This is an optimization exercise on Yosys and OpenROAD, whose aim is small area, a short achievable clock period and few clock cycles per item, not a production implementation. At most, simulation tests tie the RTL to the original design; equivalence was not proved. Power is estimated from default activity; no workload was simulated.

==> run a: inputs <==
// pfd
module pfd (
  input  wire        clk,
  input  wire        rst,         
  input  wire        cmd_valid,
  output wire        cmd_ready,
  input  wire [63:0] cmd,
  input  wire [4:0]  reg_addr,
  output reg  [63:0] reg_rdata,
  input  wire [7:0]  fb_addr,
  output wire [7:0]  fb_rdata
);
export LEC_CHECK = 0
export ABC_AREA = 1
export CAP_MARGIN = 15
export CORE_MARGIN = 2
export CORE_UTILIZATION = 35
export GPL_TIMING_DRIVEN = 1
export PLACE_DENSITY = 0.45
export SLEW_MARGIN = 15
create_clock -name core_clock -period 20.0 [get_ports {clk}]
standard.sh (not shown) runs the stock make flow with config.mk's settings and CLKGATE_MAP_FILE= SYNTH_SCRIPT=/design/flow/synth_recipe.tcl, a recipe that flattens the netlist after the stock synthesis.
==> flow/flow/run.sh <==
#!/bin/bash
set -euo pipefail
export SETUP_SLACK_MARGIN=10
export BUFFER_PORTS_ARGS="-buffer_cell sky130_fd_sc_hd__buf_2"
export CTS_ARGS='-sink_clustering_enable -repair_clock_nets -sink_clustering_size 24 -sink_clustering_max_diameter 100 -buf_list {sky130_fd_sc_hd__clkbuf_16 sky130_fd_sc_hd__clkbuf_8} -dont_use_dummy_load'
bash standard.sh > standard.log 2>&1
==> inputs of run b, as changes to run a <==
--- a/flow/design.v
+++ b/flow/design.v
@@ -319,19 +319,20 @@
     for (k = 0; k < 8; k = k + 1)
       if (wr_go && ((k % 2 == 0) ? (e_idx == k / 2) : (o_idx == k / 2)))
         fbv[64*k +: 64] <= (k % 2 == 0) ? e_new : o_new;
   end
   assign cmd_ready = 1'b1;
-  wire [63:0] rsel = 64'd1 << fb_addr[5:0];
+  wire [63:0] rsel;
+  pfd_dec64 u_rdec (.a(fb_addr[5:0]), .y(rsel));
   genvar gr, gb;
   generate
     for (gr = 0; gr < 8; gr = gr + 1) begin : g_rd
       wire [63:0] col;
       for (gb = 0; gb < 64; gb = gb + 1) begin : g_b
         assign col[gb] = fbv[64*(gb/8) + 8*(7-(gb%8)) + gr];
       end
-      assign fb_rdata[gr] = |(rsel & col);
+      pfd_andor64 u_ao (.s(rsel), .d(col), .y(fb_rdata[gr]));
     end
   endgenerate
   wire [15:0] temp = tsign ? (16'd0 - {1'b0, tmag}) : {1'b0, tmag};
   always @(*) begin
     case (reg_addr)
@@ -348,5 +349,25 @@
       5'h0A: reg_rdata = {16'd0, din};
       default: reg_rdata = 64'd0;
     endcase
   end
 endmodule
+module pfd_dec64 (
+  input  wire [5:0]  a,
+  output wire [63:0] y
+);
+  wire [7:0] hi = 8'd1 << a[5:3];
+  wire [7:0] lo = 8'd1 << a[2:0];
+  genvar g;
+  generate
+    for (g = 0; g < 64; g = g + 1) begin : g_y
+      assign y[g] = hi[g / 8] & lo[g % 8];
+    end
+  endgenerate
+endmodule
+module pfd_andor64 (
+  input  wire [63:0] s,
+  input  wire [63:0] d,
+  output wire        y
+);
+  assign y = |(s & d);
+endmodule
==> flow/flow/run.sh (replaced) <==
#!/bin/bash
set -euo pipefail
export SETUP_SLACK_MARGIN=10
export BUFFER_PORTS_ARGS="-buffer_cell sky130_fd_sc_hd__buf_2"
bash standard.sh > standard.log 2>&1
==> flow/config.mk (replaced) <==
export PLATFORM = sky130hd
export DESIGN_NAME = pfd
export DESIGN_NICKNAME = pfd
export VERILOG_FILES = /design/flow/design.v
export SDC_FILE = /design/flow/constraint.sdc
export NUM_CORES = 8
export LEC_CHECK = 0
export CAP_MARGIN = 40
export CORE_MARGIN = 2
export CORE_UTILIZATION = 35
export CTS_BUF_LIST = sky130_fd_sc_hd__clkbuf_8
export CTS_CLUSTER_SIZE = 20
export PLACE_DENSITY = 0.45
export SLEW_MARGIN = 40
export SYNTH_HIERARCHICAL = 1
==> impl_results.md <==
- Status: complete, no violations
- Area growth syn-to-layout: 13.2%
- Inverters: 524
- Number of diodes: 15
- Worst slew pin tran: 1.27 ns
- TritonRoute pass-1 iters: 7
-- figures above: run a

==> impl_results.md <==
- Status: complete, no violations
- Area growth syn-to-layout: 20.1%
- TritonRoute pass-1 iters: 9
- Die area: 0.139 mm2
- Vias/cell: 7.46
- Largest net degree at the start of global routing: 67
- Number of diodes: 26
- Clock tree root driver cell: clkbuf_8
-- figures above: run b

Testbench counts of run a, summed over its fixed seeds: cycles 8,304, cmds 8,296.
Only the layout flow was run in run b; the RTL was not checked for function there.


==> exp/amber: inputs <==
Another version of the RTL of pfd (not shown whole).
export LEC_CHECK = 0
export ABC_AREA = 1
export CAP_MARGIN = 15
export CORE_MARGIN = 2
export CORE_UTILIZATION = 35
export PLACE_DENSITY = 0.45
export SLEW_MARGIN = 15
create_clock -name core_clock -period 20.0 [get_ports {clk}]
==> flow/flow/run.sh <==
#!/bin/bash
set -euo pipefail
export SETUP_SLACK_MARGIN=10.5
export BUFFER_PORTS_ARGS="-buffer_cell sky130_fd_sc_hd__buf_2"
export CTS_ARGS='-sink_clustering_enable -repair_clock_nets -sink_clustering_size 24 -sink_clustering_max_diameter 100 -buf_list {sky130_fd_sc_hd__clkbuf_16 sky130_fd_sc_hd__clkbuf_8} -dont_use_dummy_load'
bash standard.sh > standard.log 2>&1
==> inputs of exp/ember, as changes to exp/amber <==
--- a/flow/design.v
+++ b/flow/design.v
@@ -62,75 +62,47 @@
       OP_NPACK:  word_ok = (nb == 3'd1) && no_lw && !absf && (dsel == 4'd0) && (!tbit || off == 8'd0) && (rsv == 31'd0);
       OP_TENC:   word_ok = (nb == 3'd2) && no_lw && !absf && (dsel == 4'd0) && (rsv == 31'd0);
       default:   word_ok = 1'b0;
     endcase
   end
   wire op_push  = (opc == OP_PUSH);
   wire op_final = (opc == OP_FINAL);
+  wire op_field = (opc == OP_SLICE) || (opc == OP_INSERT);    
   wire tail     = tbit && (opc == OP_NSPLIT || opc == OP_NPACK);
   wire is_wr    = op_push || op_final || (opc == OP_INSERT) || (opc == OP_PACK) ||
                   (opc == OP_NPACK) || (opc == OP_TENC);
   wire [6:0] flen_m1  = flen - 7'd1;
+  wire [5:0] base     = off[5:0] | ({6{op_push}} & flen[5:0]) | ({6{tail}} & flen_m1[5:0]);
+  wire [2:0] nbe      = nb | {2'b00, op_push | op_final};      
+  wire [5:0] wide     = op_field ? wid : {nbe, 3'b000};        
   wire       in_frame = tail ? (flen != 7'd0)
                              : (({1'b0, off} + {6'd0, nb}) <= {2'b00, flen});
-  function automatic [27:0] geom(input [5:0] base, input [2:0] nbe, input [5:0] lsb_);
-    reg [2:0]  b0_, w_;
-    reg [1:0]  ei, oi;
-    reg [7:0]  se;
-    reg [5:0]  tr, tw;
-    integer i;
-    begin
-      b0_ = base[2:0];
-      w_  = base[5:3];
-      ei  = w_[2:1] + {1'b0, w_[0]};
-      oi  = w_[2:1];
-      for (i = 0; i < 8; i = i + 1)
-        se[i] = (i >= b0_) ^ w_[0];
-      tr   = lsb_ - {b0_ + nbe, 3'b000};
-      tw   = {b0_ + nbe, 3'b000} - lsb_;
-      geom = {4'd1 << ei, 4'd1 << oi, se, tr, tw};
-    end
-  endfunction
-  wire [5:0]  wide_x  = (wid != 6'd0) ? wid : {nb, 3'b000};
-  wire [27:0] g_x     = geom(off[5:0], nb, lsb);
-  wire [27:0] g_push  = geom(flen[5:0], 3'd1, 6'd0);
-  wire [27:0] g_tail  = geom(flen_m1[5:0], 3'd1, 6'd0);
-  wire [27:0] g_final = geom(6'd0, 3'd1, 6'd0);
-  wire        byte1   = op_push || tail || op_final;
-  wire [27:0] g = op_push  ? g_push :
-                  tail     ? g_tail :
-                  op_final ? g_final : g_x;
-  wire [3:0]  e_oh  = g[27:24];
-  wire [3:0]  o_oh  = g[23:20];
-  wire [7:0]  sel_e = g[19:12];
-  wire [5:0]  t_rd  = g[11:6];
-  wire [5:0]  t_wr  = g[5:0];
-  wire [5:0]  wide  = byte1 ? 6'd8 : wide_x;
-  wire [6:0]  mend  = {1'b0, t_rd} + {1'b0, wide};
-  wire [63:0] wmask;
-  genvar gq;
-  generate
-    for (gq = 0; gq < 64; gq = gq + 1) begin : g_wmask
-      assign wmask[gq] = mend[6] ? ((gq >= t_rd) || (gq < mend[5:0]))
-                                 : ((gq >= t_rd) && (gq < mend[5:0]));
-    end
-  endgenerate
+  wire [2:0] b0    = base[2:0];
+  wire [2:0] w     = base[5:3];
+  wire [1:0] e_idx = w[2:1] + {1'b0, w[0]};    
+  wire [1:0] o_idx = w[2:1];                   
+  wire [3:0] e_oh = 4'd1 << e_idx;
+  wire [3:0] o_oh = 4'd1 << o_idx;
   wire [63:0] e_word = ({64{e_oh[0]}} & fbv[64*0 +: 64]) | ({64{e_oh[1]}} & fbv[64*2 +: 64]) |
                        ({64{e_oh[2]}} & fbv[64*4 +: 64]) | ({64{e_oh[3]}} & fbv[64*6 +: 64]);
   wire [63:0] o_word = ({64{o_oh[0]}} & fbv[64*1 +: 64]) | ({64{o_oh[1]}} & fbv[64*3 +: 64]) |
                        ({64{o_oh[2]}} & fbv[64*5 +: 64]) | ({64{o_oh[3]}} & fbv[64*7 +: 64]);
+  wire [7:0] sel_e;
   wire [63:0] sel_e_bits;
   wire [63:0] y;
   genvar gp;
   generate
     for (gp = 0; gp < 8; gp = gp + 1) begin : g_byte
+      assign sel_e[gp] = (gp >= b0) ^ w[0];
       assign sel_e_bits[8*(7-gp) +: 8] = {8{sel_e[gp]}};
       assign y[8*(7-gp) +: 8] = sel_e[gp] ? e_word[8*(7-gp) +: 8] : o_word[8*(7-gp) +: 8];
     end
   endgenerate
+  wire [5:0] t_rd = lsb - {b0 + nbe, 3'b000};
+  wire [5:0] t_wr = {b0 + nbe, 3'b000} - lsb;
   wire        din_neg  = din[47];
   wire [14:0] tenc_m   = din_neg ? (15'd0 - din[14:0]) : din[14:0];
   wire        tenc_s   = din_neg || tbit;
   reg  [47:0] wval;
   always @(*) begin
     wval = din;
     if (op_push)  wval[7:0] = imm[7:0];
@@ -145,15 +117,23 @@
   wire [63:0] rs3 = rot_amt[3] ? {rs2[7:0],     rs2[63:8]}     : rs2;
   wire [63:0] rs4 = rot_amt[4] ? {rs3[15:0],    rs3[63:16]}    : rs3;
   wire [63:0] rot = rot_amt[5] ? {rs4[31:0],    rs4[63:32]}    : rs4;
   wire [47:0] fmask;
   genvar gm;
   generate
     for (gm = 0; gm < 48; gm = gm + 1) begin : g_fmask
-      assign fmask[gm] = (gm < wide_x);
+      assign fmask[gm] = (gm < wide);
+    end
+  endgenerate
+  wire [6:0]  mend = {1'b0, t_rd} + {1'b0, wide};
+  wire [63:0] wmask;
+  generate
+    for (gm = 0; gm < 64; gm = gm + 1) begin : g_wmask
+      assign wmask[gm] = mend[6] ? ((gm >= t_rd) || (gm < mend[5:0]))
+                                 : ((gm >= t_rd) && (gm < mend[5:0]));
     end
   endgenerate
   wire [63:0] e_new = (wmask & sel_e_bits & rot) | (~(wmask & sel_e_bits) & e_word);
   wire [63:0] o_new = (wmask & ~sel_e_bits & rot) | (~(wmask & ~sel_e_bits) & o_word);
   wire [47:0] rd_val   = rot[47:0] & fmask;
   wire [7:0]  rd_b     = rot[7:0];
   wire [15:0] rd_h     = rot[15:0];
@@ -333,28 +313,27 @@
         endcase
       end
     end
   end
   integer k;
   always @(posedge clk) begin
     for (k = 0; k < 8; k = k + 1)
-      if (wr_go && ((k % 2 == 0) ? e_oh[k / 2] : o_oh[k / 2]))
+      if (wr_go && ((k % 2 == 0) ? (e_idx == k / 2) : (o_idx == k / 2)))
         fbv[64*k +: 64] <= (k % 2 == 0) ? e_new : o_new;
   end
   assign cmd_ready = 1'b1;
-  wire [63:0] rsel;
-  pfd_dec64 u_rdec (.a(fb_addr[5:0]), .y(rsel));
+  wire [63:0] rsel = 64'd1 << fb_addr[5:0];
   genvar gr, gb;
   generate
     for (gr = 0; gr < 8; gr = gr + 1) begin : g_rd
       wire [63:0] col;
       for (gb = 0; gb < 64; gb = gb + 1) begin : g_b
         assign col[gb] = fbv[64*(gb/8) + 8*(7-(gb%8)) + gr];
       end
-      pfd_andor64 u_ao (.s(rsel), .d(col), .y(fb_rdata[gr]));
+      assign fb_rdata[gr] = |(rsel & col);
     end
   endgenerate
   wire [15:0] temp = tsign ? (16'd0 - {1'b0, tmag}) : {1'b0, tmag};
   always @(*) begin
     case (reg_addr)
       5'h00: reg_rdata = {60'd0, opstat};
       5'h01: reg_rdata = {56'd0, 2'b00, subknown, cls, hdrvld, ovf, fvalid};
@@ -367,27 +346,7 @@
       5'h08: reg_rdata = {55'd0, nib_vld, nib};
       5'h09: reg_rdata = {31'd0, t_vld, temp, tsign, tmag};
       5'h0A: reg_rdata = {16'd0, din};
       default: reg_rdata = 64'd0;
     endcase
   end
 endmodule
-module pfd_dec64 (
-  input  wire [5:0]  a,
-  output wire [63:0] y
-);
-  wire [7:0] hi = 8'd1 << a[5:3];
-  wire [7:0] lo = 8'd1 << a[2:0];
-  genvar g;
-  generate
-    for (g = 0; g < 64; g = g + 1) begin : g_y
-      assign y[g] = hi[g / 8] & lo[g % 8];
-    end
-  endgenerate
-endmodule
-module pfd_andor64 (
-  input  wire [63:0] s,
-  input  wire [63:0] d,
-  output wire        y
-);
-  assign y = |(s & d);
-endmodule
==> flow/flow/run.sh (replaced) <==
#!/bin/bash
set -euo pipefail
export SETUP_SLACK_MARGIN=10
export BUFFER_PORTS_ARGS="-buffer_cell sky130_fd_sc_hd__buf_2"
bash standard.sh > standard.log 2>&1
Settings changed: ABC_AREA 1 to default, CAP_MARGIN 15 to 40, CORE_UTILIZATION 35 to 45, CTS_BUF_LIST from default to sky130_fd_sc_hd__clkbuf_8, CTS_CLUSTER_SIZE from default to 20, PLACE_DENSITY 0.45 to 0.6, SLEW_MARGIN 15 to 40.
==> inputs of exp/yarrow, as changes to exp/amber <==
--- a/flow/design.v
+++ b/flow/design.v
@@ -62,75 +62,47 @@
       OP_NPACK:  word_ok = (nb == 3'd1) && no_lw && !absf && (dsel == 4'd0) && (!tbit || off == 8'd0) && (rsv == 31'd0);
       OP_TENC:   word_ok = (nb == 3'd2) && no_lw && !absf && (dsel == 4'd0) && (rsv == 31'd0);
       default:   word_ok = 1'b0;
     endcase
   end
   wire op_push  = (opc == OP_PUSH);
   wire op_final = (opc == OP_FINAL);
+  wire op_field = (opc == OP_SLICE) || (opc == OP_INSERT);    
   wire tail     = tbit && (opc == OP_NSPLIT || opc == OP_NPACK);
   wire is_wr    = op_push || op_final || (opc == OP_INSERT) || (opc == OP_PACK) ||
                   (opc == OP_NPACK) || (opc == OP_TENC);
   wire [6:0] flen_m1  = flen - 7'd1;
+  wire [5:0] base     = off[5:0] | ({6{op_push}} & flen[5:0]) | ({6{tail}} & flen_m1[5:0]);
+  wire [2:0] nbe      = nb | {2'b00, op_push | op_final};      
+  wire [5:0] wide     = op_field ? wid : {nbe, 3'b000};        
   wire       in_frame = tail ? (flen != 7'd0)
                              : (({1'b0, off} + {6'd0, nb}) <= {2'b00, flen});
-  function automatic [27:0] geom(input [5:0] base, input [2:0] nbe, input [5:0] lsb_);
-    reg [2:0]  b0_, w_;
-    reg [1:0]  ei, oi;
-    reg [7:0]  se;
-    reg [5:0]  tr, tw;
-    integer i;
-    begin
-      b0_ = base[2:0];
-      w_  = base[5:3];
-      ei  = w_[2:1] + {1'b0, w_[0]};
-      oi  = w_[2:1];
-      for (i = 0; i < 8; i = i + 1)
-        se[i] = (i >= b0_) ^ w_[0];
-      tr   = lsb_ - {b0_ + nbe, 3'b000};
-      tw   = {b0_ + nbe, 3'b000} - lsb_;
-      geom = {4'd1 << ei, 4'd1 << oi, se, tr, tw};
-    end
-  endfunction
-  wire [5:0]  wide_x  = (wid != 6'd0) ? wid : {nb, 3'b000};
-  wire [27:0] g_x     = geom(off[5:0], nb, lsb);
-  wire [27:0] g_push  = geom(flen[5:0], 3'd1, 6'd0);
-  wire [27:0] g_tail  = geom(flen_m1[5:0], 3'd1, 6'd0);
-  wire [27:0] g_final = geom(6'd0, 3'd1, 6'd0);
-  wire        byte1   = op_push || tail || op_final;
-  wire [27:0] g = op_push  ? g_push :
-                  tail     ? g_tail :
-                  op_final ? g_final : g_x;
-  wire [3:0]  e_oh  = g[27:24];
-  wire [3:0]  o_oh  = g[23:20];
-  wire [7:0]  sel_e = g[19:12];
-  wire [5:0]  t_rd  = g[11:6];
-  wire [5:0]  t_wr  = g[5:0];
-  wire [5:0]  wide  = byte1 ? 6'd8 : wide_x;
-  wire [6:0]  mend  = {1'b0, t_rd} + {1'b0, wide};
-  wire [63:0] wmask;
-  genvar gq;
-  generate
-    for (gq = 0; gq < 64; gq = gq + 1) begin : g_wmask
-      assign wmask[gq] = mend[6] ? ((gq >= t_rd) || (gq < mend[5:0]))
-                                 : ((gq >= t_rd) && (gq < mend[5:0]));
-    end
-  endgenerate
+  wire [2:0] b0    = base[2:0];
+  wire [2:0] w     = base[5:3];
+  wire [1:0] e_idx = w[2:1] + {1'b0, w[0]};    
+  wire [1:0] o_idx = w[2:1];                   
+  wire [3:0] e_oh = 4'd1 << e_idx;
+  wire [3:0] o_oh = 4'd1 << o_idx;
   wire [63:0] e_word = ({64{e_oh[0]}} & fbv[64*0 +: 64]) | ({64{e_oh[1]}} & fbv[64*2 +: 64]) |
                        ({64{e_oh[2]}} & fbv[64*4 +: 64]) | ({64{e_oh[3]}} & fbv[64*6 +: 64]);
   wire [63:0] o_word = ({64{o_oh[0]}} & fbv[64*1 +: 64]) | ({64{o_oh[1]}} & fbv[64*3 +: 64]) |
                        ({64{o_oh[2]}} & fbv[64*5 +: 64]) | ({64{o_oh[3]}} & fbv[64*7 +: 64]);
+  wire [7:0] sel_e;
   wire [63:0] sel_e_bits;
   wire [63:0] y;
   genvar gp;
   generate
     for (gp = 0; gp < 8; gp = gp + 1) begin : g_byte
+      assign sel_e[gp] = (gp >= b0) ^ w[0];
       assign sel_e_bits[8*(7-gp) +: 8] = {8{sel_e[gp]}};
       assign y[8*(7-gp) +: 8] = sel_e[gp] ? e_word[8*(7-gp) +: 8] : o_word[8*(7-gp) +: 8];
     end
   endgenerate
+  wire [5:0] t_rd = lsb - {b0 + nbe, 3'b000};
+  wire [5:0] t_wr = {b0 + nbe, 3'b000} - lsb;
   wire        din_neg  = din[47];
   wire [14:0] tenc_m   = din_neg ? (15'd0 - din[14:0]) : din[14:0];
   wire        tenc_s   = din_neg || tbit;
   reg  [47:0] wval;
   always @(*) begin
     wval = din;
     if (op_push)  wval[7:0] = imm[7:0];
@@ -145,15 +117,23 @@
   wire [63:0] rs3 = rot_amt[3] ? {rs2[7:0],     rs2[63:8]}     : rs2;
   wire [63:0] rs4 = rot_amt[4] ? {rs3[15:0],    rs3[63:16]}    : rs3;
   wire [63:0] rot = rot_amt[5] ? {rs4[31:0],    rs4[63:32]}    : rs4;
   wire [47:0] fmask;
   genvar gm;
   generate
     for (gm = 0; gm < 48; gm = gm + 1) begin : g_fmask
-      assign fmask[gm] = (gm < wide_x);
+      assign fmask[gm] = (gm < wide);
+    end
+  endgenerate
+  wire [6:0]  mend = {1'b0, t_rd} + {1'b0, wide};
+  wire [63:0] wmask;
+  generate
+    for (gm = 0; gm < 64; gm = gm + 1) begin : g_wmask
+      assign wmask[gm] = mend[6] ? ((gm >= t_rd) || (gm < mend[5:0]))
+                                 : ((gm >= t_rd) && (gm < mend[5:0]));
     end
   endgenerate
   wire [63:0] e_new = (wmask & sel_e_bits & rot) | (~(wmask & sel_e_bits) & e_word);
   wire [63:0] o_new = (wmask & ~sel_e_bits & rot) | (~(wmask & ~sel_e_bits) & o_word);
   wire [47:0] rd_val   = rot[47:0] & fmask;
   wire [7:0]  rd_b     = rot[7:0];
   wire [15:0] rd_h     = rot[15:0];
@@ -333,28 +313,27 @@
         endcase
       end
     end
   end
   integer k;
   always @(posedge clk) begin
     for (k = 0; k < 8; k = k + 1)
-      if (wr_go && ((k % 2 == 0) ? e_oh[k / 2] : o_oh[k / 2]))
+      if (wr_go && ((k % 2 == 0) ? (e_idx == k / 2) : (o_idx == k / 2)))
         fbv[64*k +: 64] <= (k % 2 == 0) ? e_new : o_new;
   end
   assign cmd_ready = 1'b1;
-  wire [63:0] rsel;
-  pfd_dec64 u_rdec (.a(fb_addr[5:0]), .y(rsel));
+  wire [63:0] rsel = 64'd1 << fb_addr[5:0];
   genvar gr, gb;
   generate
     for (gr = 0; gr < 8; gr = gr + 1) begin : g_rd
       wire [63:0] col;
       for (gb = 0; gb < 64; gb = gb + 1) begin : g_b
         assign col[gb] = fbv[64*(gb/8) + 8*(7-(gb%8)) + gr];
       end
-      pfd_andor64 u_ao (.s(rsel), .d(col), .y(fb_rdata[gr]));
+      assign fb_rdata[gr] = |(rsel & col);
     end
   endgenerate
   wire [15:0] temp = tsign ? (16'd0 - {1'b0, tmag}) : {1'b0, tmag};
   always @(*) begin
     case (reg_addr)
       5'h00: reg_rdata = {60'd0, opstat};
       5'h01: reg_rdata = {56'd0, 2'b00, subknown, cls, hdrvld, ovf, fvalid};
@@ -367,27 +346,7 @@
       5'h08: reg_rdata = {55'd0, nib_vld, nib};
       5'h09: reg_rdata = {31'd0, t_vld, temp, tsign, tmag};
       5'h0A: reg_rdata = {16'd0, din};
       default: reg_rdata = 64'd0;
     endcase
   end
 endmodule
-module pfd_dec64 (
-  input  wire [5:0]  a,
-  output wire [63:0] y
-);
-  wire [7:0] hi = 8'd1 << a[5:3];
-  wire [7:0] lo = 8'd1 << a[2:0];
-  genvar g;
-  generate
-    for (g = 0; g < 64; g = g + 1) begin : g_y
-      assign y[g] = hi[g / 8] & lo[g % 8];
-    end
-  endgenerate
-endmodule
-module pfd_andor64 (
-  input  wire [63:0] s,
-  input  wire [63:0] d,
-  output wire        y
-);
-  assign y = |(s & d);
-endmodule
==> flow/flow/run.sh (replaced) <==
#!/bin/bash
set -euo pipefail
export SETUP_SLACK_MARGIN=10
export BUFFER_PORTS_ARGS="-buffer_cell sky130_fd_sc_hd__buf_2"
bash standard.sh > standard.log 2>&1
Settings changed: CAP_MARGIN 15 to 40, CTS_BUF_LIST from default to sky130_fd_sc_hd__clkbuf_8, CTS_CLUSTER_SIZE from default to 20, SLEW_MARGIN 15 to 40.
==> qor summary <==
|  | exp/amber | exp/yarrow | exp/ember |
|---|---|---|---|
| Outcome | no timing/DRC/antenna violations | no timing/DRC/antenna violations | no timing/DRC/antenna violations |
| Syn avg cell area | 7.361 um2 | 7.367 um2 | 9.844 um2 |
| H-tree depth | 2 | 4 | 3 |
| Worst-case register-to-register setup slack | 12.32 ns | 12.41 ns | 11.83 ns |
| Drt wl/cell | 40.17 um | 36.06 um | 47.82 um |
| Total number of vias | 51,980 | 50,480 | 50,840 |
| Share of post-route cells with drive strength above 1 | 13.11% | 13.80% | 24.36% |
| Number of DRC markers in iteration 0 | 8,196 | 8,531 | 9,772 |
| Fraction of the yosys area taken by sequential cells | 41.58% | 42.20% | 41.57% |
| Number of multi-input logic gates | 4,704 | 4,532 | 3,527 |
| Gate count of the mapped netlist | 6,116 | 6,021 | 4,574 |
| Area of the multi-input gates | 0.02529 mm2 | 0.02396 mm2 | 0.02694 mm2 |
| Number of buffers created by CTS | 39 | 133 | 112 |
| Worst-path fanout max | 4 | 4 | 40 |
| Number of global-route vias before repair | 46,880 | 44,770 | 45,420 |
| Buffer type at the clock tree root | clkbuf_16 | clkbuf_8 | clkbuf_8 |
| GRT met3 Usage | 13.74% | 14.95% | 31.43% |
| Inverters | 409 | 524 | 72 |
| Post-detailed-placement half-perimeter wirelength | 236,900 um | 219,600 um | 219,600 um |
| CP startpoint | fb_addr[1] | fb_addr[3] | cmd[62] |
| Core area | 0.1277 mm2 | 0.1257 mm2 | 0.09957 mm2 |
| Total power | 0.005121 W | 0.005730 W | 0.005849 W |
| Well tap count | 1,662 | 1,650 | 1,298 |
| Area fraction of the dominant cell type after synthesis | 34.15% | 34.66% | 34.15% |
| Clock slew at the register clock pins of the worst setup and hold paths | 0.09 ns | 0.05 ns | 0.06 ns |
Testbench counts of exp/ember, summed over its fixed seeds: cycles 8,304, cmds 8,296.
Testbench counts of exp/yarrow, summed over its fixed seeds: cycles 8,304, cmds 8,296.
The RTL of exp/amber was laid out without a check of its function.

-- port drivers added, routing unchanged --
How much do the figures lean on ideal ports? The routed layouts below were timed once more, with nothing changed but the port constraints.
Step 1 sets driving cells, clkbuf_16 on the clock port and buf_2 on the other inputs (assumed; they add their load-dependent delay and slew).
Step 2 times the ports against the registers' clock, not the clock port: input delays grow and output delays shrink by t, the midpoint of the rising clock arrivals with the driver on.
a / b / c = ideal / step 1 / step 2; a / b = the first two.
run | t, ns | slack for setup (ns) | worst hold slack (ns) | worst setup path after step 2 | slew at the worst register clock pin (ns)
run a | 0.729 | 9.579 / 9.382 / 9.331 | 0.456 / 0.456 / 0.456 | input to register | 0.11 / 0.11
run b | 0.972 | 9.690 / 9.591 / 8.756 | 0.454 / 0.454 / 0.454 | input to register | 0.08 / 0.08
exp/amber | 0.730 | 9.238 / 9.187 / 9.187 | 0.455 / 0.455 / 0.455 | input to output | 0.11 / 0.11
exp/ember | 0.933 | 9.790 / 9.696 / 8.889 | 0.464 / 0.464 / 0.464 | input to register | 0.09 / 0.09
exp/yarrow | 0.986 | 9.524 / 9.361 / 9.039 | 0.452 / 0.452 / 0.452 | input to register | 0.07 / 0.07
After both steps setup and hold are still met in every run listed. The setup slack of run b, which loses most, moves by -0.099 ns with the drivers and by -0.934 ns with both steps.
